This design comes from an exercise in tuning for small area, a short achievable clock period and few clock cycles per item on the open sky130 flow, not from production work.
In this exercise RTL edits were held to simulation tests only and were not proved equivalent to the original.

### flow/config.mk
export PLATFORM = sky130hd
export DESIGN_NAME = fft_bfly64
export DESIGN_NICKNAME = fft_bfly64
export VERILOG_FILES = /design/flow/design.v
export SDC_FILE = /design/flow/constraint.sdc
export NUM_CORES = 4
export LEC_CHECK = 0
export CAP_MARGIN = 20
export CORE_MARGIN = 2
export CORE_UTILIZATION = 40
export SLEW_MARGIN = 20
### flow/constraint.sdc
create_clock -name core_clock -period 25.0 [get_ports {clk}]
set_input_delay 5.0000 -clock core_clock [delete_from_list [all_inputs] [get_ports {clk}]]
set_output_delay 5.0000 -clock core_clock [all_outputs]
set_load 0.01 [all_outputs]
### flow/design.v
module fp64_mul (
    input  wire [63:0] a,
    input  wire [63:0] b,
    output reg  [63:0] y
);
    localparam [63:0] QNAN = 64'h7FF8000000000000;
    wire        sa = a[63];
    wire        sb = b[63];
    wire [10:0] ea = a[62:52];
    wire [10:0] eb = b[62:52];
    wire [51:0] fa = a[51:0];
    wire [51:0] fb = b[51:0];
    wire a_nan  = (ea == 11'h7FF) && (fa != 0);
    wire b_nan  = (eb == 11'h7FF) && (fb != 0);
    wire a_inf  = (ea == 11'h7FF) && (fa == 0);
    wire b_inf  = (eb == 11'h7FF) && (fb == 0);
    wire a_zero = (ea == 0) && (fa == 0);
    wire b_zero = (eb == 0) && (fb == 0);
    wire sy     = sa ^ sb;
    wire [52:0] ma = {ea != 0, fa};
    wire [52:0] mb = {eb != 0, fb};
    wire signed [13:0] ea_eff = (ea == 0) ? 14'sd1 : $signed({3'b0, ea});
    wire signed [13:0] eb_eff = (eb == 0) ? 14'sd1 : $signed({3'b0, eb});
    wire [105:0] prod = ma * mb;
    wire signed [13:0] e = ea_eff + eb_eff - 14'sd1023;
    reg [6:0] lz;
    integer i;
    always @* begin
        lz = 7'd0;
        for (i = 0; i <= 105; i = i + 1)
            if (prod[i]) lz = 7'd105 - i[6:0];
    end
    reg signed [13:0] ex;       
    reg signed [13:0] ef;       
    reg signed [13:0] sh;       
    reg [105:0] m;
    reg [211:0] wide;
    reg         stk0;
    reg [52:0]  mant;
    reg         g, st, rnd;
    reg [62:0]  r;
    reg [10:0]  expf;
    always @* begin
        ex = e + 14'sd1 - $signed({7'b0, lz});
        ef = (ex >= 14'sd1) ? ex : 14'sd1;
        sh = e + 14'sd1 - ef;
        stk0 = 1'b0;
        wide = 212'b0;
        if (sh >= 0) begin
            m = prod << sh[6:0];
        end else if (-sh > 14'sd127) begin
            m = 106'b0;
            stk0 = |prod;
        end else begin
            wide = {prod, 106'b0} >> (-sh);
            m = wide[211:106];
            stk0 = |wide[105:0];
        end
        mant = m[105:53];
        g    = m[52];
        st   = (|m[51:0]) | stk0;
        rnd  = g & (st | mant[0]);
        expf = mant[52] ? ef[10:0] : 11'd0;
        r    = {expf, mant[51:0]} + {62'b0, rnd};
        if (a_nan || b_nan || (a_inf && b_zero) || (b_inf && a_zero))
            y = QNAN;
        else if (a_inf || b_inf)
            y = {sy, 11'h7FF, 52'b0};
        else if (a_zero || b_zero)
            y = {sy, 63'b0};
        else if (ef >= 14'sd2047)
            y = {sy, 11'h7FF, 52'b0};
        else
            y = {sy, r};
    end
endmodule
module fp64_add (
    input  wire [63:0] a,
    input  wire [63:0] b,
    output reg  [63:0] y
);
    localparam [63:0] QNAN = 64'h7FF8000000000000;
    wire a_nan = (a[62:52] == 11'h7FF) && (a[51:0] != 0);
    wire b_nan = (b[62:52] == 11'h7FF) && (b[51:0] != 0);
    wire a_inf = (a[62:52] == 11'h7FF) && (a[51:0] == 0);
    wire b_inf = (b[62:52] == 11'h7FF) && (b[51:0] == 0);
    wire        swap = b[62:0] > a[62:0];
    wire [63:0] x = swap ? b : a;
    wire [63:0] z = swap ? a : b;
    wire        sx = x[63];
    wire        sz = z[63];
    wire [10:0] ex = x[62:52];
    wire [10:0] ez = z[62:52];
    wire [52:0] mx = {ex != 0, x[51:0]};
    wire [52:0] mz = {ez != 0, z[51:0]};
    wire [11:0] ex_eff = (ex == 0) ? 12'd1 : {1'b0, ex};
    wire [11:0] ez_eff = (ez == 0) ? 12'd1 : {1'b0, ez};
    wire [11:0] d = ex_eff - ez_eff;
    wire        eff_sub = sx ^ sz;
    reg [111:0] wide;
    reg [55:0]  zsh;
    reg [56:0]  sum;
    reg [55:0]  s;
    reg [5:0]   lz;
    reg [11:0]  shl;
    reg [11:0]  e;
    reg [52:0]  mant;
    reg         g, st, rnd;
    reg [10:0]  expf;
    reg [62:0]  r;
    integer i;
    always @* begin
        if (d >= 12'd56) begin
            zsh = {55'b0, mz != 0};
            wide = 112'b0;
        end else begin
            wide = {mz, 3'b000, 56'b0} >> d;
            zsh = wide[111:56];
            zsh[0] = zsh[0] | (|wide[55:0]);
        end
        if (eff_sub)
            sum = {1'b0, mx, 3'b000} - {1'b0, zsh};
        else
            sum = {1'b0, mx, 3'b000} + {1'b0, zsh};
        lz = 6'd0;
        for (i = 0; i <= 55; i = i + 1)
            if (sum[i]) lz = 6'd55 - i[5:0];
        if (sum[56]) begin
            s   = {sum[56:2], sum[1] | sum[0]};
            e   = ex_eff + 12'd1;
            shl = 12'd0;
        end else begin
            shl = ({6'b0, lz} < ex_eff - 12'd1) ? {6'b0, lz} : ex_eff - 12'd1;
            s   = sum[55:0] << shl;
            e   = ex_eff - shl;
        end
        mant = s[55:3];
        g    = s[2];
        st   = s[1] | s[0];
        rnd  = g & (st | mant[0]);
        expf = mant[52] ? e[10:0] : 11'd0;
        r    = {expf, mant[51:0]} + {62'b0, rnd};
        if (a_nan || b_nan || (a_inf && b_inf && (a[63] != b[63])))
            y = QNAN;
        else if (a_inf)
            y = {a[63], 11'h7FF, 52'b0};
        else if (b_inf)
            y = {b[63], 11'h7FF, 52'b0};
        else if (sum == 57'b0)
            y = {eff_sub ? 1'b0 : sx, 63'b0};
        else if (e >= 12'd2047)
            y = {sx, 11'h7FF, 52'b0};
        else
            y = {sx, r};
    end
endmodule
module fft_bfly64 (
    input  wire        clk,
    input  wire        rst,
    input  wire        in_valid,
    output wire        in_ready,
    input  wire [63:0] p_re,
    input  wire [63:0] p_im,
    input  wire [63:0] q_re,
    input  wire [63:0] q_im,
    input  wire [63:0] w_re,
    input  wire [63:0] w_im,
    output reg         out_valid,
    output reg  [63:0] out_p_re,
    output reg  [63:0] out_p_im,
    output reg  [63:0] out_q_re,
    output reg  [63:0] out_q_im
);
    localparam [3:0] IDLE = 4'd0,
                     S1 = 4'd1, S2 = 4'd2, S3 = 4'd3, S4 = 4'd4,
                     S5 = 4'd5, S6 = 4'd6, S7 = 4'd7, S8 = 4'd8;
    localparam [63:0] SIGN = 64'h8000000000000000;
    reg [3:0]  state;
    reg [63:0] pr, pi, qr, qi, wr, wi;    
    reg [63:0] m0, m1, m2, m3;            
    reg [63:0] xr, xi;                    
    assign in_ready = (state == IDLE);
    reg  [63:0] mul_a, mul_b, add_a, add_b;
    wire [63:0] mul_y, add_y;
    fp64_mul u_mul (.a(mul_a), .b(mul_b), .y(mul_y));
    fp64_add u_add (.a(add_a), .b(add_b), .y(add_y));
    always @* begin
        mul_a = qr;
        mul_b = wr;
        add_a = m0;
        add_b = m1 ^ SIGN;
        case (state)
            S1: begin mul_a = qr; mul_b = wr; end
            S2: begin mul_a = qi; mul_b = wi; end
            S3: begin mul_a = qr; mul_b = wi; add_a = m0; add_b = m1 ^ SIGN; end
            S4: begin mul_a = qi; mul_b = wr; add_a = pr; add_b = xr;        end
            S5: begin add_a = m2; add_b = m3;        end
            S6: begin add_a = pr; add_b = xr ^ SIGN; end
            S7: begin add_a = pi; add_b = xi;        end
            S8: begin add_a = pi; add_b = xi ^ SIGN; end
            default: ;
        endcase
    end
    always @(posedge clk) begin
        if (rst) begin
            state     <= IDLE;
            out_valid <= 1'b0;
        end else begin
            out_valid <= 1'b0;
            case (state)
                IDLE: if (in_valid) begin
                    pr <= p_re; pi <= p_im;
                    qr <= q_re; qi <= q_im;
                    wr <= w_re; wi <= w_im;
                    state <= S1;
                end
                S1: begin m0 <= mul_y; state <= S2; end
                S2: begin m1 <= mul_y; state <= S3; end
                S3: begin m2 <= mul_y; xr <= add_y; state <= S4; end
                S4: begin m3 <= mul_y; out_p_re <= add_y; state <= S5; end
                S5: begin xi <= add_y; state <= S6; end
                S6: begin out_q_re <= add_y; state <= S7; end
                S7: begin out_p_im <= add_y; state <= S8; end
                S8: begin out_q_im <= add_y; out_valid <= 1'b1; state <= IDLE; end
                default: state <= IDLE;
            endcase
        end
    end
endmodule
### flow/run.sh
#!/bin/bash
# synth_recipe.tcl (not shown) runs the flow's synth.tcl, then flattens the netlist and writes it again
# the make line also repeats each setting of config.mk as NAME=value (left out here)
make -C /OpenROAD-flow-scripts/flow DESIGN_CONFIG=/design/flow/config.mk WORK_HOME=/design/flow/orfs CLKGATE_MAP_FILE= SYNTH_SCRIPT=/design/flow/synth_recipe.tcl finish
==> summary.txt <==
Post-route ant nets -> 0
Ratio of cells with drive above 1 in the final layout -> 0.145
Port Buffers -> 644
First-pass GRT wire length -> 1160 mm
Yosys top cell area share -> 0.304
Launch point of the worst reg-to-reg path -> state[0]$_SDFFE_PP0P_
Register-to-Register Path Depth -> 93
Final instance area -> 0.205 mm2
Setup CP Type -> flop to flop
Cell taking the most area after synthesis -> fa_1
Iteration-0 DRC Markers -> 18000
# DRC -> 0
Tot GR Track Use -> 0.366
Drt pass-1 iters -> 9
Most used cell, CP -> buf_4
Slew HR -> 0.151
WL final -> 810 mm
FF-to-FF End -> xr[54]$_DFFE_PP_
Detail-routed via count per cell -> 6.00
Mapped cell area -> 0.172 mm2
P&R area growth vs syn -> 19.7%
Max_cap viols -> 0
Metal1 wirelength -> 304 mm
Synth Net Count -> 23200
Starting density of the core -> 0.402
Fmax -> 41.4 MHz
Cts bufs inserted -> 114
IO Count -> 645
Worst Setup SP -> state[0]$_SDFFE_PP0P_
Total number of vias -> 162000
Most numerous cell in the Yosys netlist -> nor2_1
CTS max path bufs -> 4
Hold Path Class -> flop to flop
CP Max Fanout -> 44
DP HPWL -> 665 mm
Die area -> 0.434 mm2
Post-synth EDFFs -> 1024
Floorplan core area -> 0.427 mm2
Outcome -> finished clean
Routed length on met3 -> 70.2 mm
Critical Path Source Type -> flop
Nets@finish -> 24900
Reg clk slew, reported paths -> 70 ps
Hold Fails Final Rpt -> 0
Cts hold-fix bufs -> 0
Fin crit share -> 0.965
Clock root cell -> clkbuf_16
Placed cell count -> 26600
CP arrival -> 24890 ps
Synthesized flop and latch total -> 1029
Post-DP Area -> 0.200 mm2
Clock sink count -> 1029
Pins Over Slew Limit -> 0
Largest net degree at the start of global routing -> 110
Setup violators final -> 0
Overflow left after global routing -> 0
Finished Layout Cells -> 27000
Final clock skew -> 134 ps
Max layer used -> met5
Slowest CP cell -> a22oi_1
Gp weighted congestion -> 1.07
R2R Setup Slk -> 870 ps
Cell count after synthesis -> 19500
Chip Height -> 659 um
Min Tclk post-route -> 24130 ps
Vias in the first global route -> 162000
Sequential fraction of the synthesis area -> 0.180
Initial antenna violation count -> 73
Skew-Pair Late Insertion Delay -> 960 ps
Async SR Flop Fraction -> 0
CTS tree -> built
Synth top area cells -> fa_1, edfxtp_1, nor2_1, inv_1, ha_1
WL per Instance -> 30.0 um
Most used DFF post-synth -> edfxtp_1
Row count -> 240
Met2 wire length -> 372 mm
Req. time, crit path -> 25760 ps
Top cells by count, synth -> nor2_1, inv_1, fa_1
Slew at the pin closest to its max-slew limit -> 1270 ps
Synthesis Warnings -> 3
Endpoint class of the critical path -> flop
Die width -> 659 um
Distinct cells, synth -> 134
Max incr delay on CP -> 890 ps
Critical Path End -> xr[54]$_DFFE_PP_
Syn avg cell area -> 8.82 um2
H-tree levels -> 3
## state kept, by name, indices dropped and copies added, names as in the netlist
name,flops
wi,64
qr,64
m3,64
xr,64
wr,64
state,4
qi,64
out_valid,1
xi,64
out_q_re,64
m1,64
out_p_im,64
out_q_im,64
pr,64
m0,64
out_p_re,64
pi,64
m2,64
## layout make-up
cell class	instances	area (um2)
Clock inverter	80	782
Inverter	2674	10000
Antenna cell	53	133
Timing Repair Buffer	2896	25900
Fill cell	41300	222000
Clock buffer	127	2900
Tap cell	5687	7120
Multi-Input combinational cell	14500	128000
Sequential cell	1029	30900
## placed cells by master, fill, tap and decap left out, drive strengths merged, types with 79 or more instances in the layout
master            n
nor2           3727
o22ai           117
nand2           882
nor4            142
a21o            205
xor2            105
nand2b          158
o211ai          182
and3            155
nor3            381
edfxtp         1024
o21bai           87
mux2             98
ha              723
fa             2608
buf            2251
mux4             79
mux2i           401
or3             109
nand3           340
a21oi           801
clkdlybuf4s50   644
or2             145
o31ai            91
a22o            118
inv            2676
o21ai           667
xnor2           180
nand4           178
a31oi           155
and2            106
clkbuf          128
a211oi          187
## stage by stage
| stage | setup WS (ps) | utilization | hold WS (ps) | TNS (ps) |
|---|---|---|---|---|
| 2_1_floorplan | 983 | - | 750 | 0 |
| 3_3_place_gp | 392 | 0.469 | 650 | 0 |
| 3_5_place_dp | 379 | 0.469 | 661 | 0 |
| 4_1_cts | 232 | 0.477 | 666 | 0 |
| 5_1_grt | -15.8 | 0.480 | 702 | -61.6 |
| 6_report | 872 | 0.481 | 682 | 0 |
## worst max-delay path: cells and delay by family (launching register included)
family                     cells  cell delay, ps
AOI/OAI and AO/OA             35           10360
and+or+nand+nor               30            7300
buffers and inverters         21            3810
adders and majority gates      5            1510
muxes                          1             340
DFF                            1             320
xor gates and xnor gates       1             140
## worst min-delay path by stage
| stage | from | end | slack (ps) | cells past startpoint |
|---|---|---|---|---|
| after floorplan | qi[63]$_DFFE_PP_ | m0[63]$_DFFE_PP_ | 750 | 3 |
| after global placement | state[3]$_SDFFE_PP0P_ | state[0]$_SDFFE_PP0P_ | 650 | 2 |
| after detailed placement | state[3]$_SDFFE_PP0P_ | state[0]$_SDFFE_PP0P_ | 660 | 2 |
| after CTS | state[2]$_SDFFE_PP0P_ | state[3]$_SDFFE_PP0P_ | 670 | 2 |
| after global routing | state[2]$_SDFFE_PP0P_ | state[3]$_SDFFE_PP0P_ | 700 | 2 |
| final | state[2]$_SDFFE_PP0P_ | state[3]$_SDFFE_PP0P_ | 680 | 2 |
## cell families (layout without fill, tap and decap cells)
kind of cell    count (synthesis)  in the layout  share of synthesized area
compound gates               3662           3662                      0.148
xor+xnor                      287            287                     0.0149
fa+ha+maj                    3331           3331                      0.357
buf+inv                      3974           5777                     0.0887
flops                        1029           1029                      0.180
mux                           574            578                     0.0399
other cells                     0             53                          0
simple gates                 6596           6596                      0.172
## routing by layer
metal	up-vias	global-route usage
met5	-	0
met4	34	0.233
met3	1945	0.0716
met2	8722	0.593
met1	82300	0.448
li1	69100	-
## repair_timing
item,4_1_cts,5_1_grt
endpoints found under the setup margin,0,232
buffers inserted,0,86
gates resized for setup,0,41
Testbench counts, summed over its fixed seeds: cycles 144,008, items 16,000.

[port drivers added, routing unchanged]
The flow's constraints put no driver on any port. The routed layout listed below was extracted and timed again, unchanged, in two steps.
Step 1 sets driving cells, clkbuf_16 on the clock port and buf_2 on the other inputs (assumed; they add their load-dependent delay and slew).
Step 2 adds t to the input delays and takes it off the output delays; t is the mean of the earliest and latest rising clock arrival at the registers after step 1. Input paths then give back, and output paths get back, about the clock's delay inside the block.
Slacks: ideal ports / drivers / drivers and shift; pairs: ideal ports / drivers.
t, ns: 1.022
setup WS [ns]: 0.872 / 0.872 / 0.872
hold slack, ns: 0.682 / 0.682 / 0.682
slew at the worst register clock pin (ns): 0.07 / 0.07
pins driven straight from the clock port: 1
After both steps setup and hold are still met in this run. The setup slack of this run moves by 0.000 ns with the drivers and by 0.000 ns with both steps.
